Background: an optimization exercise with open tools, aiming at a short achievable clock period and few clock cycles. Do not read the settings as production practice. No run shown here included a check of the RTL's function; only the layout flow was run. Power figures rest on the tool's default switching activity, not on a simulated workload.

`flow/design.v`:
```
module lr_add #(parameter W = 9) (
    input  wire [W-1:0] a,
    input  wire [W-1:0] b,
    input  wire         ci,
    output wire [W-1:0] s,
    output wire         co
);
    reg [W-1:0] g, p, gn, pn, c;
    integer i, d;
    always @(*) begin
        p = a ^ b;
        g = a & b;
        g[0] = g[0] | (p[0] & ci);
        for (d = 1; d < W; d = d * 2) begin
            gn = g;
            pn = p;
            for (i = d; i < W; i = i + 1) begin
                gn[i] = g[i] | (p[i] & g[i-d]);
                pn[i] = p[i] & p[i-d];
            end
            g = gn;
            p = pn;
        end
        c = {g[W-2:0], ci};
    end
    assign s  = a ^ b ^ c;
    assign co = g[W-1];
endmodule
module line_rasterizer (
    input  wire       clk,
    input  wire       rst,      
    input  wire       start,
    input  wire [7:0] x0,
    input  wire [7:0] y0,
    input  wire [7:0] x1,
    input  wire [7:0] y1,
    output wire       ready,
    output reg        write,
    output reg  [7:0] x,
    output reg  [7:0] y,
    output reg        done
);
    reg        a_v;
    reg  [7:0] a_x0, a_y0, a_x1, a_y1;
    reg        rdy;
    assign ready = rdy;
    reg        b_v;
    reg  [7:0] b_x0, b_y0;
    reg  [8:0] b_dx, b_dy;         
    reg  [7:0] b_nx, b_ny;         
    reg        c_v;
    reg  [7:0] c_x0, c_y0;
    reg  [7:0] c_adx, c_ady;
    reg        c_sxn, c_syn;       
    reg        d_v;
    reg  [7:0] d_x0, d_y0;
    reg  [7:0] d_adx, d_ady;
    reg        d_sxn, d_syn;
    reg        d_xm;               
    reg  [8:0] d_kax, d_kay;       
    reg  [8:0] d_kx, d_ky;         
    reg        d_zero;             
    reg        e_v;
    reg  [7:0] e_x0, e_y0;
    reg        e_sxn, e_syn, e_xm;
    reg  [7:0] e_m;                
    reg        e_last;             
    reg  [8:0] e_k;                
    reg  [8:0] e_ka;               
    reg  [7:0] e_kb;               
    reg        sxn, syn, xm;
    reg  [7:0] r;                  
    reg  [4:0] kl, kh;
    reg        kc;
    reg  [4:0] kal, kah, kbl, kbh;
    reg  f_free, e_free, d_free, c_free, b_free;
    wire take   = e_v && f_free;                
    wire accept = start && rdy;
    wire run    = write && !done;               
    wire [8:0] ddx, ddy, ndx, ndy;
    wire       unused_co0, unused_co1, unused_co2, unused_co3;
    lr_add #(9) u_ddx (.a({1'b0, a_x1}), .b(~{1'b0, a_x0}), .ci(1'b1), .s(ddx), .co(unused_co0));
    lr_add #(9) u_ddy (.a({1'b0, a_y1}), .b(~{1'b0, a_y0}), .ci(1'b1), .s(ddy), .co(unused_co1));
    lr_add #(9) u_ndx (.a({1'b0, a_x0}), .b(~{1'b0, a_x1}), .ci(1'b1), .s(ndx), .co(unused_co2));
    lr_add #(9) u_ndy (.a({1'b0, a_y0}), .b(~{1'b0, a_y1}), .ci(1'b1), .s(ndy), .co(unused_co3));
    wire [8:0] dmn, nmd, kx, ky;
    wire       unused_co4, unused_co5, unused_co6, unused_co7;
    lr_add #(9) u_dmn (.a({1'b0, c_adx}), .b(~{1'b0, c_ady}), .ci(1'b1), .s(dmn), .co(unused_co4));
    lr_add #(9) u_nmd (.a({1'b0, c_ady}), .b(~{1'b0, c_adx}), .ci(1'b1), .s(nmd), .co(unused_co5));
    lr_add #(9) u_kx (.a({1'b0, c_ady}), .b(~{2'b0, c_adx[7:1]}), .ci(!c_adx[0]), .s(kx), .co(unused_co6));
    lr_add #(9) u_ky (.a({1'b0, c_adx}), .b(~{2'b0, c_ady[7:1]}), .ci(!c_ady[0]), .s(ky), .co(unused_co7));
    wire       st = !(kh[4] && !(kc && (&kh)));
    wire [4:0] kl_a, kl_b, kh_a, kh_b;
    wire       kc_a, kc_b, unused_co8, unused_co9;
    lr_add #(5) u_kla (.a(kl), .b(kal), .ci(1'b0), .s(kl_a), .co(kc_a));
    lr_add #(5) u_klb (.a(kl), .b(kbl), .ci(1'b0), .s(kl_b), .co(kc_b));
    lr_add #(5) u_kha (.a(kh), .b(kah), .ci(kc),   .s(kh_a), .co(unused_co8));
    lr_add #(5) u_khb (.a(kh), .b(kbh), .ci(kc),   .s(kh_b), .co(unused_co9));
    wire mvx = run && (xm || st);
    wire mvy = run && (!xm || st);
    reg  [7:0] x_st, y_st, r_nx;
    integer i;
    always @(*) begin
        for (i = 0; i < 8; i = i + 1) begin
            x_st[i] = x[i] ^ (mvx && (sxn ? ~|(x & ((8'd1 << i) - 8'd1)) : &(x | ~((8'd1 << i) - 8'd1))));
            y_st[i] = y[i] ^ (mvy && (syn ? ~|(y & ((8'd1 << i) - 8'd1)) : &(y | ~((8'd1 << i) - 8'd1))));
            r_nx[i] = r[i] ^ ~|(r & ((8'd1 << i) - 8'd1));
        end
    end
    wire a_vn  = accept || (a_v && !b_free);
    wire b_vn  = a_v || !b_free;
    wire c_vn  = b_v || !c_free;
    wire d_vn  = c_v || !d_free;
    wire e_vn  = d_v || !e_free;
    wire w_n   = take || run;
    wire dn_n  = take ? e_last : (run && r == 8'd1);
    wire f_fn  = !w_n || dn_n;
    wire e_fn  = !e_vn || f_fn;
    wire d_fn  = !d_vn || e_fn;
    wire c_fn  = !c_vn || d_fn;
    wire b_fn  = !b_vn || c_fn;
    wire rdy_n = !(rdy || (a_v && !b_free)) || b_fn;
    always @(posedge clk) begin
        if (rst) begin
            a_v    <= 1'b0;
            b_v    <= 1'b0;
            c_v    <= 1'b0;
            d_v    <= 1'b0;
            e_v    <= 1'b0;
            write  <= 1'b0;
            done   <= 1'b0;
            rdy    <= 1'b1;
            f_free <= 1'b1;
            e_free <= 1'b1;
            d_free <= 1'b1;
            c_free <= 1'b1;
            b_free <= 1'b1;
        end else begin
            a_v    <= a_vn;
            b_v    <= b_vn;
            c_v    <= c_vn;
            d_v    <= d_vn;
            e_v    <= e_vn;
            write  <= w_n;
            done   <= dn_n;
            rdy    <= rdy_n;
            f_free <= f_fn;
            e_free <= e_fn;
            d_free <= d_fn;
            c_free <= c_fn;
            b_free <= b_fn;
        end
        a_x0 <= ((rdy) ? (x0) : (a_x0));
        a_y0 <= ((rdy) ? (y0) : (a_y0));
        a_x1 <= ((rdy) ? (x1) : (a_x1));
        a_y1 <= ((rdy) ? (y1) : (a_y1));
        b_x0 <= ((b_free) ? (a_x0) : (b_x0));
        b_y0 <= ((b_free) ? (a_y0) : (b_y0));
        b_dx <= ((b_free) ? (ddx) : (b_dx));
        b_dy <= ((b_free) ? (ddy) : (b_dy));
        b_nx <= ((b_free) ? (ndx[7:0]) : (b_nx));
        b_ny <= ((b_free) ? (ndy[7:0]) : (b_ny));
        c_x0  <= ((c_free) ? (b_x0) : (c_x0));
        c_y0  <= ((c_free) ? (b_y0) : (c_y0));
        c_adx <= ((c_free) ? ((b_dx[8] ? b_nx : b_dx[7:0])) : (c_adx));
        c_ady <= ((c_free) ? ((b_dy[8] ? b_ny : b_dy[7:0])) : (c_ady));
        c_sxn <= ((c_free) ? (b_dx[8]) : (c_sxn));
        c_syn <= ((c_free) ? (b_dy[8]) : (c_syn));
        d_x0   <= ((d_free) ? (c_x0) : (d_x0));
        d_y0   <= ((d_free) ? (c_y0) : (d_y0));
        d_adx  <= ((d_free) ? (c_adx) : (d_adx));
        d_ady  <= ((d_free) ? (c_ady) : (d_ady));
        d_sxn  <= ((d_free) ? (c_sxn) : (d_sxn));
        d_syn  <= ((d_free) ? (c_syn) : (d_syn));
        d_xm   <= ((d_free) ? (!dmn[8]) : (d_xm));
        d_kax  <= ((d_free) ? (nmd) : (d_kax));
        d_kay  <= ((d_free) ? (dmn) : (d_kay));
        d_kx   <= ((d_free) ? (kx) : (d_kx));
        d_ky   <= ((d_free) ? (ky) : (d_ky));
        d_zero <= ((d_free) ? (((c_adx == 8'd0) && (c_ady == 8'd0))) : (d_zero));
        e_x0   <= ((e_free) ? (d_x0) : (e_x0));
        e_y0   <= ((e_free) ? (d_y0) : (e_y0));
        e_sxn  <= ((e_free) ? (d_sxn) : (e_sxn));
        e_syn  <= ((e_free) ? (d_syn) : (e_syn));
        e_xm   <= ((e_free) ? (d_xm) : (e_xm));
        e_m    <= ((e_free) ? ((d_xm ? d_adx : d_ady)) : (e_m));
        e_last <= ((e_free) ? (d_zero) : (e_last));
        e_k    <= ((e_free) ? ((d_xm ? d_kx : d_ky)) : (e_k));
        e_ka   <= ((e_free) ? ((d_xm ? d_kax : d_kay)) : (e_ka));
        e_kb   <= ((e_free) ? ((d_xm ? d_ady : d_adx)) : (e_kb));
        x  <= take ? e_x0 : x_st;
        y  <= take ? e_y0 : y_st;
        r  <= take ? e_m  : r_nx;
        kl <= take ? e_k[4:0] : (st ? kl_a : kl_b);
        kh <= take ? {e_k[8], e_k[8:5]} : (st ? kh_a : kh_b);
        kc <= take ? 1'b0 : (st ? kc_a : kc_b);
        sxn <= ((take) ? (e_sxn) : (sxn));
        syn <= ((take) ? (e_syn) : (syn));
        xm  <= ((take) ? (e_xm) : (xm));
        kal <= ((take) ? (e_ka[4:0]) : (kal));
        kah <= ((take) ? ({e_ka[8], e_ka[8:5]}) : (kah));
        kbl <= ((take) ? (e_kb[4:0]) : (kbl));
        kbh <= ((take) ? ({2'b00, e_kb[7:5]}) : (kbh));
    end
endmodule
```
`flow/run.sh`:
```
#!/bin/bash
# synth_recipe.tcl (not shown) runs the flow's synth.tcl, then flattens the netlist and writes it again
# the make line also repeats each setting of config.mk as NAME=value (left out here)
make -C /OpenROAD-flow-scripts/flow DESIGN_CONFIG=/design/flow/config.mk WORK_HOME=/design/flow/orfs CLKGATE_MAP_FILE= SYNTH_SCRIPT=/design/flow/synth_recipe.tcl finish
```
`flow/constraint.sdc`:
```
create_clock -name core_clock -period 4.0 [get_ports {clk}]
set_input_delay 0.8000 -clock core_clock [delete_from_list [all_inputs] [get_ports {clk}]]
set_output_delay 0.8000 -clock core_clock [all_outputs]
set_load 0.01 [all_outputs]
```
`flow/config.mk`:
```
export PLATFORM = sky130hd
export DESIGN_NAME = line_rasterizer
export DESIGN_NICKNAME = line_rasterizer
export VERILOG_FILES = /design/flow/design.v
export SDC_FILE = /design/flow/constraint.sdc
export NUM_CORES = 4
export LEC_CHECK = 0
export CAP_MARGIN = 20
export CORE_MARGIN = 2
export CORE_UTILIZATION = 40
export PLACE_DENSITY = 0.6
export SETUP_SLACK_MARGIN = 2.5
export SLEW_MARGIN = 20
```
==> results of run 1 <==
## cell usage in the layout, fill, tap and decap left out, types with 15 or more instances in the layout
cell	n
buf_4	80
o21ai_1	15
nand2_1	51
inv_1	76
inv_2	15
xor2_1	27
mux2_2	48
a21oi_2	18
nor2_1	64
clkdlybuf4s50_1	33
xnor2_1	26
a21oi_1	34
clkbuf_16	36
dfxtp_4	17
ha_1	49
edfxtp_1	259
fa_2	16
dfxtp_1	17
buf_6	58
o21ai_0	17
nor3_1	17
ha_4	17
## state kept, by name (all words and copies together), names as in the netlist, 9 cells and up
name   count
b_dy       9
d_kx       9
e_k        9
d_ky       9
e_ka       9
d_kay      9
## how the worst max path moves through the flow
stage | from | end | slack, ps | depth (start not counted)
after floorplan | c_adx[1] | d_kx[6] | 1760 | 8
after global placement | c_adx[1] | d_kx[6] | 1660 | 8
after detailed placement | c_adx[1] | d_kx[6] | 1620 | 8
after CTS | c_adx[0] | d_kx[6] | 1770 | 8
after global routing | c_adx[0] | d_kx[6] | 1660 | 8
final | c_adx[0] | d_kx[6] | 1730 | 8
## per-layer routing
metal	GRT usage (%)	up-vias	wire, µm
met5	0	-	0
met1	20.9	4016	13200
met3	2.71	50	1040
met4	4.68	0	642
li1	-	4134	-
met2	24.7	153	13300
## power breakdown
part | total (µW) | switching [µW] | internal [µW]
sequential | 4880 | 400 | 4480
combinational | 3890 | 1850 | 2040
clock | 3290 | 1270 | 2020
total | 12000 | 3510 | 8540
## cell families (layout without fill, tap and decap cells)
group	count (synthesis)	in the layout	synth area share, %
compound gates	164	164	7.44
mux	62	62	4.92
simple gates	233	233	8.28
buf+inv	122	336	3.38
flops	307	307	62.9
xor+xnor	59	59	3.72
fa+ha+maj	94	94	9.32
## worst max-delay path: stages, from the launching register on
cell,delay [ps]
edfxtp_1,480
inv_2,100
fa_2,420
fa_2,360
a21o_1,180
a21oi_2,160
nand2b_4,150
a21oi_2,50
xor2_1,140
## through the flow
step | utilization, % | instances | cell area [µm²]
global route | 53.0 | 1710 | 18200
finish | 53.0 | 1710 | 18200
floorplan | - | 1041 | 14100
global placement | 44.0 | 1529 | 15100
CTS | 50.8 | 1671 | 17500
detailed placement | 44.0 | 1529 | 15100
## repair_timing
action,in CTS,in global routing
pin swaps,63,71
gates cloned,0,0
buffers inserted,81,39
endpoints found under the setup margin,103,103
gates resized for setup,223,117
## cell type report
type                    count  share of cell area, %
well taps                 455                   3.12
clock buffers              41                   5.16
flip-flops and latches    307                   48.4
clock inverters            20                   1.43
inverters                  96                   2.05
multi-input cells         612                   30.4
repair buffers            179                   9.41
==> key figures, run 1 <==
Synth
  • Avg Inst Size Synth: between 10 and 15 µm²
  • Netlist cell types: 57
  • Area contributors post-synth: edfxtp_1 (56%), ha_1 (6.9%), dfxtp_1 (6.9%)
  • Most frequent cells after synthesis: edfxtp_1 (259), inv_1 (96), ha_1 (77)
  • Synth Instances: 1,041
  • Register area share after synthesis: 62.9%
  • Ys flop type: edfxtp_1
  • Post-synth EDFFs: 259
  • Mapped Nets: 1,169
  • Asr flop ratio synth: 0%
  • YS warnings: 3
  • Synth Cell Area: 0.0139 mm²
  • Largest area contributor in the netlist: edfxtp_1
  • Top cell type's share of synthesized area: 56.0%
  • Register bit total from synthesis: a little over 300
  • Count leader, synth: edfxtp_1

Die
  • Die W: 190 µm
  • I/O Pins: 54
  • Die Ht: 190 µm
  • Total core area: 0.0344 mm²
  • Die area: approximately 0.036 mm²
  • # rows: 68
  • Initial Util: about two fifths

Timing
  • Worst setup margin: 1730 ps
  • Count of final hold-check violations: 0
  • RSZ-0062 raised after global routing: true
  • Max-slew violation count: 0
  • Worst slew pin tran: 527 ps
  • Max Freq: 440 MHz
  • Period utilisation layout: 56.8%
  • Slew HR: 64.9%
  • Crit path time final: 2270 ps
  • Setup violators final: 0
  • Hold slack: ~410 ps
  • Setup TNS: 0 ps
  • Worst Clk Skew: between 15 and 20 ps

Layout
  • Fillcell total: between 2,000 and 3,000
  • Reg area: 0.00882 mm²
  • Layout cell share with drive strength beyond 1: 36.6%
  • Final nets: 1,358
  • Area of the multi-input gates: 0.00555 mm²
  • Area grow syn2layout: 31.3%
  • # diodes: 0

Clock network
  • H-Tree Depth: 2
  • Maximum root-to-sink buffer count: 3
  • Clk latency of the worst-skew pair: 520 ps
  • Clk slew on worst S/H paths: 60 ps
  • Clock Tree Root: clkbuf_16
  • CTS tree: done
  • Hold_buf cts: 0
  • TritonCTS Buffers: 34
  • CTS Sinks: 307

Status
  • Outcome: timing/DRC/antenna clean

Place
  • GPL Wtd Cong: 0.832
  • Input/output buffers: 53
  • Worst slack, placed: about 1600 ps
  • Post-DP HPWL: 17.6 mm

Routing
  • WL final: 28.2 mm
  • Avg WL per Cell: 16.5 µm
  • DR DRC count: 0
  • Via count: 8,353
  • First-pass DRT Iterations: 5
  • 1st-iter DRT viols: 455
  • Final ANT Viol Nets: 0
  • Routed vias/inst: 4.88

Hold path
  • Hold Path End: e_x0[6]
  • Hold Crit Class: flop to flop
  • HP Start: d_x0[6]
  • Hold path depth: 0

Worst setup path
  • Worst Path Arrival: around 2500 ps
  • Crit Path Max Fanout: 5
  • R2r startpoint: c_adx[0]
  • FF-to-FF path depth: 8
  • Kind of critical path: flop to flop
  • Worst R2R End: d_kx[6]
  • FF-to-FF setup slack: between 1500 and 2000 ps
  • Worst setup EP type: flop
  • Worst Path Required: 4260 ps
  • CP Launch Type: flop

Global routing
  • Vias in the first global route: just over 8,000
  • First-pass GRT wire length: 43.5 mm
  • Gr usage total: 15.3%
  • GR Overflow Total: 0
  • Largest net degree at the start of global routing: 51
  • Initial antenna violation count: 0

Power
  • PD cells: ~660 mW/mm²
  • Total power: 12,000 µW
  • Peak supply drop: 0.348 mV
  • Leak: 0.00717 µW

Run
  • Max-Cap Viols: 0
==> run 2: changes to the inputs <==
--- a/flow/design.v
+++ b/flow/design.v
@@ -7,9 +7,19 @@
 );
-    reg [W-1:0] g, p, gn, pn, c;
+    reg [W-1:0] g, p, gn, pn, c, px;
     integer i, d;
     always @(*) begin
-        p = a ^ b;
-        g = a & b;
-        g[0] = g[0] | (p[0] & ci);
-        for (d = 1; d < W; d = d * 2) begin
+        px = a ^ b;
+        p  = a | b;
+        gn[0] = (a[0] & b[0]) | (p[0] & ci);
+        pn[0] = p[0];
+        for (i = 1; i < W; i = i + 1) begin
+            if (i == 1)
+                gn[i] = (a[1] & b[1]) | ((p[1] & a[0]) & b[0]) | ((p[1] & p[0]) & ci);
+            else
+                gn[i] = (a[i] & b[i]) | ((p[i] & a[i-1]) & b[i-1]);
+            pn[i] = p[i] & p[i-1];
+        end
+        g = gn;
+        p = pn;
+        for (d = 2; d < W; d = d * 2) begin
             gn = g;
@@ -25,3 +35,3 @@
     end
-    assign s  = a ^ b ^ c;
+    assign s  = px ^ c;
     assign co = g[W-1];
==> key figures, run 2 <==
Synth
  • Most frequent cells after synthesis: edfxtp_1 (259), ha_1 (111), inv_1 (103)
  • Asr flop ratio synth: 0%
  • Largest area contributor in the netlist: edfxtp_1
  • YS warnings: 3
  • Post-Synth Adder-Cell Area: between 10% and 20%
  • Area contributors post-synth: edfxtp_1 (53%), ha_1 (9.4%), dfxtp_1 (6.5%)
  • Synth Cell Area: 0.0148 mm²
  • Register area share after synthesis: between 50 and 60%
  • Register bit total from synthesis: 307
  • Largest family of logic cells by synthesized area: adder cells
  • Netlist cell types: 64
  • Post-synthesis compound-gate area fraction: 8.32%
  • Ys flop type: edfxtp_1
  • Post-synth EDFFs: 259
  • Avg Inst Size Synth: approximately 13 µm²
  • Post-Synth Simple-Gate Area: about a tenth
  • Top cell type's share of synthesized area: 52.7%
  • Synth Instances: 1,165
  • Mapped Nets: 1,315
  • Count leader, synth: edfxtp_1
  • Mux contribution to synthesized area: 4.07%
  • XOR/XNOR Fraction of Synth Area: approximately 4.9%

Layout
  • Highest-count cells in the layout ignoring fill and taps: edfxtp_1 (259), buf_4 (132), inv_1 (77)
  • Util after Layout: 55.2%
  • Final cell count without fillers: about 1,900
  • Final nets: 1,557
  • Area grow syn2layout: 36.6%
  • Layout cell share with drive strength beyond 1: 39.0%
  • # diodes: 0
  • Post-route cell area: 0.0202 mm²
  • Most common cell after layout, fill and taps aside: edfxtp_1

Routing
  • 1st-iter DRT viols: 562
  • DR DRC count: 0
  • WL final: 33.7 mm
  • Final ANT Viol Nets: 0
  • First-pass DRT Iterations: 5
  • Avg WL per Cell: 17.7 µm
  • Routed vias/inst: 5.08
  • Via count: 9,668

Clock network
  • Maximum root-to-sink buffer count: 3
  • TritonCTS Buffers: 35
  • CTS Sinks: 307
  • Hold_buf cts: 0
  • CTS tree: done
  • H-Tree Depth: 2
  • Clock Tree Root: clkbuf_16
  • Clk slew on worst S/H paths: 60 ps
  • Clk latency of the worst-skew pair: 510 ps

Place
  • DP Area: 0.0161 mm²
  • Input/output buffers: 53
  • Worst slack, placed: approximately 1800 ps
  • Dpl cells: 1,667
  • Post-DP HPWL: around 21 mm
  • GPL Wtd Cong: 0.853

Timing
  • Worst slew pin tran: 643 ps
  • Max Freq: 484 MHz
  • Crit path time final: 2060 ps
  • Period utilisation layout: between 50% and 60%
  • Max-slew violation count: 0
  • Setup violators final: 0
  • RSZ-0062 raised after global routing: true
  • Worst setup margin: 1940 ps
  • Count of final hold-check violations: 0
  • Slew HR: 57.2%
  • Worst Clk Skew: 17.4 ps
  • Setup TNS: 0 ps

Worst setup path
  • Kind of critical path: flop to flop
  • Worst Path Required: ~4300 ps
  • Worst path cell trace: buf_4, fa_2, nor2_4, o21bai_4, a221oi_4, nor2_1, xnor2_1
  • FF-to-FF setup slack: ~1900 ps
  • CP max stage delay: 490 ps
  • CP Launch Type: flop
  • Crit-path slowest cell: edfxtp_1
  • Worst setup EP type: flop
  • Worst Path Arrival: 2310 ps
  • Crit Path Max Fanout: 4

Global routing
  • Initial antenna violation count: 0
  • Largest net degree at the start of global routing: 50
  • Vias in the first global route: 9,553
  • Gr usage total: 17.0%
  • GR Overflow Total: 0
  • First-pass GRT wire length: 51.6 mm

Die
  • Die W: around 200 µm
  • I/O Pins: 54
  • Initial Util: 40.4%
  • Die area: between 0.03 and 0.04 mm²
  • Die Ht: slightly below 200 µm
  • Total core area: 0.0365 mm²
  • # rows: 70

Power
  • Leak: roughly 0.0079 µW
  • PD cells: a little over 600 mW/mm²
  • Peak supply drop: 0.506 mV

Run
  • Max-Cap Viols: 0

Hold path
  • Hold Crit Class: flop to flop

Status
  • Outcome: timing/DRC/antenna clean
[run 2: changes by cell type in the layout (fill, tap and decap cells not counted), sizes merged, moves of 14 or more]
cell | before | now
buf | 145 | 196
ha | 77 | 111
nand2b | 16 | 38
o21ai | 43 | 21
xnor2 | 29 | 48
nor2 | 72 | 87
o21bai | 0 | 14
[run 2: cells by family after synthesis]
group | Yosys count
simple gates | 289
fa+ha+maj | 116
buf+inv | 132
mux | 54
flops | 307
compound gates | 184
xor+xnor | 83
[run 2: worst paths after layout]
path / startpoint / endpoint / cells past startpoint
max: c_adx[0] / d_kx[5] / 7
min: b_y0[1] / c_y0[1] / 0
max reg2reg: c_adx[0] / d_kx[5] / 7
min reg2reg: b_y0[1] / c_y0[1] / 0
[run 2: repair_timing]
action,in CTS,in global routing
endpoints found under the setup margin,151,104
pin swaps,77,87
buffers inserted,117,53
gates cloned,1,0
resized for setup,279,145
[run 2: area by class of cell]
cell class                      count  area [µm²]
Clock inverter                     17         231
Fill cell                        2883       16300
Sequential cell                   307        8830
Inverter                          106         422
Timing Repair Buffer              230        2060
Clock buffer                       47         973
Tap cell                          468         586
Multi-Input combinational cell    727        7070
[run 2: layer usage]
metal,wire length (µm),vias to the layer above,track usage (%),share of wire [%]
li1,-,4726,-,-
met1,15000,4705,22.7,44
met2,16800,181,28.9,50
met3,1160,56,2.42,3.4
met4,838,0,4.83,2.5
met5,0,-,0,0
[run 2: through the flow]
| step | power, µW | hold slack (ps) |
|---|---|---|
| 6_report | 12500 | 415 |
| 5_1_grt | 13200 | 414 |
| 4_1_cts | 12000 | 416 |
| 3_5_place_dp | 8050 | 405 |
| 3_3_place_gp | 8000 | 401 |
| 2_1_floorplan | 7140 | 400 |
[run 2: critical path: cells and delay by family, from the launching register on]
kind                       cells  cell delay [ps]
AOI/OAI and AO/OA              2              360
xor gates and xnor gates       1              150
adders and majority gates      1              370
buffers and inverters          1              190
DFF                            1              490
and+or+nand+nor                2              250
[run 2: where the power goes]
part / total [µW] / switching, µW / internal, µW
logic: 4260 / 2080 / 2180
clock network: 3310 / 1260 / 2050
registers: 4960 / 461 / 4500
total: 12500 / 3800 / 8730

afterwards: timing with drivers on the ports:
In the flow no input, the clock included, has a driving cell. The finished layouts below were timed again as built, in two steps.
Step 1: set_driving_cell puts a clkbuf_16 on clk and a buf_2 on each other input, an assumption about the parent block.
Step 2 adds t to the input delays and takes it off the output delays; t is the mean of the earliest and latest rising clock arrival at the registers after step 1. Input paths then give back, and output paths get back, about the clock's delay inside the block.
Three values: no drivers, after step 1, after step 2; two values: the first two.
run | t (ns) | setup WS [ns] | cell pins on the clock port's net
run 1 | 0.562 | 1.727 / 1.727 / 1.727 | 1
run 2 | 0.553 | 1.936 / 1.936 / 1.936 | 1
After both steps setup and hold are still met in every run listed.
